Source: an optimization exercise on an open RTL-to-GDS flow (aim: small area, a short achievable clock period and few clock cycles per item). Production flows keep margins and buffers that such runs may drop.
Function was checked by simulation only, so behaviour that the tests miss may differ from the original.
Power is estimated from default activity; no workload was simulated.

// bfm
module bfm (
    input  wire        clk,
    input  wire        rst,
    input  wire [6:0]  dev_addr,
    input  wire        cmd_valid,
    output wire        cmd_ready,
    input  wire [7:0]  cmd_op,
    input  wire [3:0]  cmd_reg,
    input  wire [3:0]  cmd_seg,
    input  wire [7:0]  cmd_n0,
    input  wire [7:0]  cmd_n1,
    input  wire [32:0] cmd_ival,
    input  wire [7:0]  cmd_raddr,
    input  wire [1:0]  cmd_mode,
    input  wire [7:0]  cmd_vlen,
    input  wire [63:0] cmd_vec,
    input  wire [7:0]  cmd_blen,
    input  wire [31:0] cmd_bytes,
    output wire        rsp_valid,
    input  wire        rsp_ready,
    output wire [7:0]  rsp_status,
    output wire [31:0] rsp_uval,
    output wire [32:0] rsp_sval,
    output wire [7:0]  rsp_n0,
    output wire [7:0]  rsp_n1,
    output wire [7:0]  rsp_raddr,
    output wire [1:0]  rsp_mode,
    output wire [5:0]  rsp_vlen,
    output wire [31:0] rsp_vec,
    output wire [2:0]  rsp_blen,
    output wire [31:0] rsp_bytes,
    output wire [1:0]  rsp_which,
    output wire [3:0]  rsp_name,
    output wire [7:0]  rsp_a,
    output wire [7:0]  rsp_b,
    output wire [31:0] rsp_mask,
    output wire        tr_req_valid,
    input  wire        tr_req_ready,
    output wire        tr_req_kind,
    output wire [6:0]  tr_req_dev,
    output wire [7:0]  tr_req_ra,
    output wire [2:0]  tr_req_count,
    output wire [2:0]  tr_req_wlen,
    output wire [31:0] tr_req_wbytes,
    input  wire        tr_rsp_valid,
    output wire        tr_rsp_ready,
    input  wire [7:0]  tr_rsp_status,
    input  wire [7:0]  tr_rsp_rlen,
    input  wire [31:0] tr_rsp_rbytes
);
==> flow/config.mk <==
export PLATFORM = sky130hd
export DESIGN_NAME = bfm
export DESIGN_NICKNAME = bfm
export VERILOG_FILES = /design/flow/design.v
export SDC_FILE = /design/flow/constraint.sdc
export NUM_CORES = 4
export LEC_CHECK = 0
export ABC_AREA = 1
export CAP_MARGIN = 20
export CORE_MARGIN = 2
export CORE_UTILIZATION = 30
export SETUP_SLACK_MARGIN = 1.0
export SLEW_MARGIN = 20
==> flow/constraint.sdc <==
create_clock -name core_clock -period 20.0 [get_ports {clk}]
set_input_delay 4.0000 -clock core_clock [delete_from_list [all_inputs] [get_ports {clk}]]
set_output_delay 4.0000 -clock core_clock [all_outputs]
set_load 0.01 [all_outputs]
run.sh (not shown) runs the stock make flow with config.mk's settings and CLKGATE_MAP_FILE= SYNTH_SCRIPT=/design/flow/synth_recipe.tcl, a recipe that flattens the netlist after the stock synthesis.
Testbench counts at the start, summed over its fixed seeds: cycles 8,248, items 3,200.
Edit:
==> flow/flow/run.sh (new file) <==
#!/bin/bash
# The standard layout (the standard.sh: standard synthesis, floorplan,
# placement, CTS, routing, finish), unchanged except that ORFS's
# repair_timing steps are asked to leave more setup slack than the
# 20 ns clock needs, so that they size and buffer the design for speed.
# The SDC (clock period, I/O delays, loads) is the standard flow's, untouched.
set -euo pipefail
cd "$(dirname "$0")/.."
bash standard.sh SETUP_SLACK_MARGIN=13.5 finish > flow_make.log 2>&1
==> flow/standard.sh (new file) <==
#!/bin/bash
# synth_recipe.tcl (not shown) runs the flow's synth.tcl, then flattens the netlist and writes it again
# the make line also repeats each setting of config.mk as NAME=value (left out here)
make -C /OpenROAD-flow-scripts/flow DESIGN_CONFIG=/design/flow/config.mk WORK_HOME=/design/flow/orfs CLKGATE_MAP_FILE= SYNTH_SCRIPT=/design/flow/synth_recipe.tcl "${@:-finish}"
removed: flow/run.sh
What happened: Die area does not change; area after synthesis does not change; clock skew fell by 0.031 ns; wire length is lower by about 6.5%; total power hardly moves; first-iteration DRC count increases by about 25%.

---

## willow
Another version of the RTL of bfm (not shown whole).
For scale: about 960 flip-flops, ~64000 um2 of cells after synthesis.
export LEC_CHECK = 0
export ABC_AREA = 1
export CAP_MARGIN = 20
export CORE_MARGIN = 2
export CORE_UTILIZATION = 38
export SETUP_SLACK_MARGIN = 1.0
export SLEW_MARGIN = 20
create_clock -name core_clock -period 20.0 [get_ports {clk}]
standard.sh (not shown) runs the stock make flow with config.mk's settings and CLKGATE_MAP_FILE= SYNTH_SCRIPT=/design/flow/synth_recipe.tcl, a recipe that flattens the netlist after the stock synthesis.
==> flow/flow/run.sh <==
#!/bin/bash
# The standard layout (the standard.sh: standard synthesis, floorplan,
# placement, CTS, routing, finish) with two changes of how it is made:
# - ORFS's repair_timing steps are asked to leave more setup slack than the
#   20 ns clock needs, so that they size and buffer the design for speed;
# - every input and output port still gets its own buffer, but a plain
#   buf_1 rather than the delay buffer buffer_ports picks by itself
#   (repair resizes it where timing needs).
# The SDC (clock period, I/O delays, loads) is the standard flow's, untouched.
set -euo pipefail
cd "$(dirname "$0")/.."
bash standard.sh "BUFFER_PORTS_ARGS=-buffer_cell sky130_fd_sc_hd__buf_1" \
    SETUP_SLACK_MARGIN=14 finish > flow_make.log 2>&1
Testbench counts of willow, summed over its fixed seeds: cycles 8,645, items 3,200.
--- input diff willow..sierra ---
==> flow/flow/run.sh <==
#!/bin/bash
# The standard layout (the standard.sh: standard synthesis, floorplan,
# placement, CTS, routing, finish), unchanged except that ORFS's
# repair_timing steps are asked to leave more setup slack than the
# 20 ns clock needs, so that they size and buffer the design for speed.
# The SDC (clock period, I/O delays, loads) is the standard flow's, untouched.
set -euo pipefail
cd "$(dirname "$0")/.."
bash standard.sh SETUP_SLACK_MARGIN=14 finish > flow_make.log 2>&1
Results
Lower utilization goes to willow over sierra. Beginning of the critical path = rhit[2]$_DFFE_PP_: sierra; beginning of the critical path = cmd_blen[1]: willow. For the worst setup slack, sierra came in 0.044 ns lower than willow did. sierra against willow: global-route wire length before repair shows no meaningful change, total non-filler cell area in the finished layout went up 5.9%, clock share of power dropped 0.6 points, total power consumption of the routed design +0.000097 W. Diff willow -> sierra | transition time of the tightest slew-check pin | decrease of 0.065 ns. sierra vs. willow: sequential share of cell area fell 2.1 points; area of the multi-input gates rose about 1.5%; post-route non-filler standard cell count rose 0.61%.
Here is what was changed in the inputs of nickel compared with sierra.
- setting CTS_BUF_LIST to sky130_fd_sc_hd__clkbuf_4 sky130_fd_sc_hd__clkbuf_8 for the first time
==> flow/flow/run.sh <==
#!/bin/bash
# The standard layout (the standard.sh: standard synthesis, floorplan,
# placement, CTS, routing, finish) with two changes of how it is made:
# - ORFS's repair_timing steps are asked to leave more setup slack than the
#   20 ns clock needs, so that they size and buffer the design for speed;
# - every input and output port still gets its own buffer, but a plain
#   buf_1 rather than the delay buffer buffer_ports picks by itself
#   (repair resizes it where timing needs).
# The SDC (clock period, I/O delays, loads) is the standard flow's, untouched.
set -euo pipefail
cd "$(dirname "$0")/.."
bash standard.sh "BUFFER_PORTS_ARGS=-buffer_cell sky130_fd_sc_hd__buf_1" \
    SETUP_SLACK_MARGIN=14 finish > flow_make.log 2>&1
==> run summary <==
sierra → nickel: worst setup skew after layout went up 0.020 ns, aggregate routed wire length held, maximum frequency went down about 1.2%, met2 wire length went down about 2.1%, total CTS buffers went up about 60%.
Diff sierra -> nickel: count of vias placed by the detailed router shows an increase of 1183; H-tree level count shows an increase of 1; clock period minus final worst setup slack shows an increase of 0.073 ns; initial antenna violation count shows an increase of 18%.

-- what the ideal ports hide --
How much do the figures lean on ideal ports? The routed layouts below were timed once more, with nothing changed but the port constraints.
Step 1 sets driving cells, clkbuf_16 on the clock port and buf_2 on the other inputs (assumed; they add their load-dependent delay and slew).
Step 2 moves the port delays by t, midway between the first and last clock arrival at a register: inputs arrive t later, outputs are due t later. That takes back most of the time a late clock gives input paths.
Slacks: ideal ports / drivers / drivers and shift; pairs: ideal ports / drivers.
run	t (ns)	setup WS [ns]	worst setup path at the end	worst register clock-pin slew, ns	cell pins on the clock port's net
the first run of note 1	0.898	10.573 / 10.567 / 9.669	input to register	0.07 / 0.07	1
the second run of note 1	0.903	13.285 / 13.296 / 12.406	input to register	0.07 / 0.07	1
willow	0.893	13.898 / 13.906 / 13.037	input to register	0.07 / 0.07	1
sierra	0.883	13.854 / 13.854 / 13.056	input to register	0.08 / 0.08	1
nickel	1.024	13.781 / 13.837 / 12.813	input to register	0.07 / 0.07	1
After both steps setup and hold are still met in every run listed. The setup slack of nickel, which loses most, moves by +0.056 ns with the drivers and by -0.968 ns with both steps.
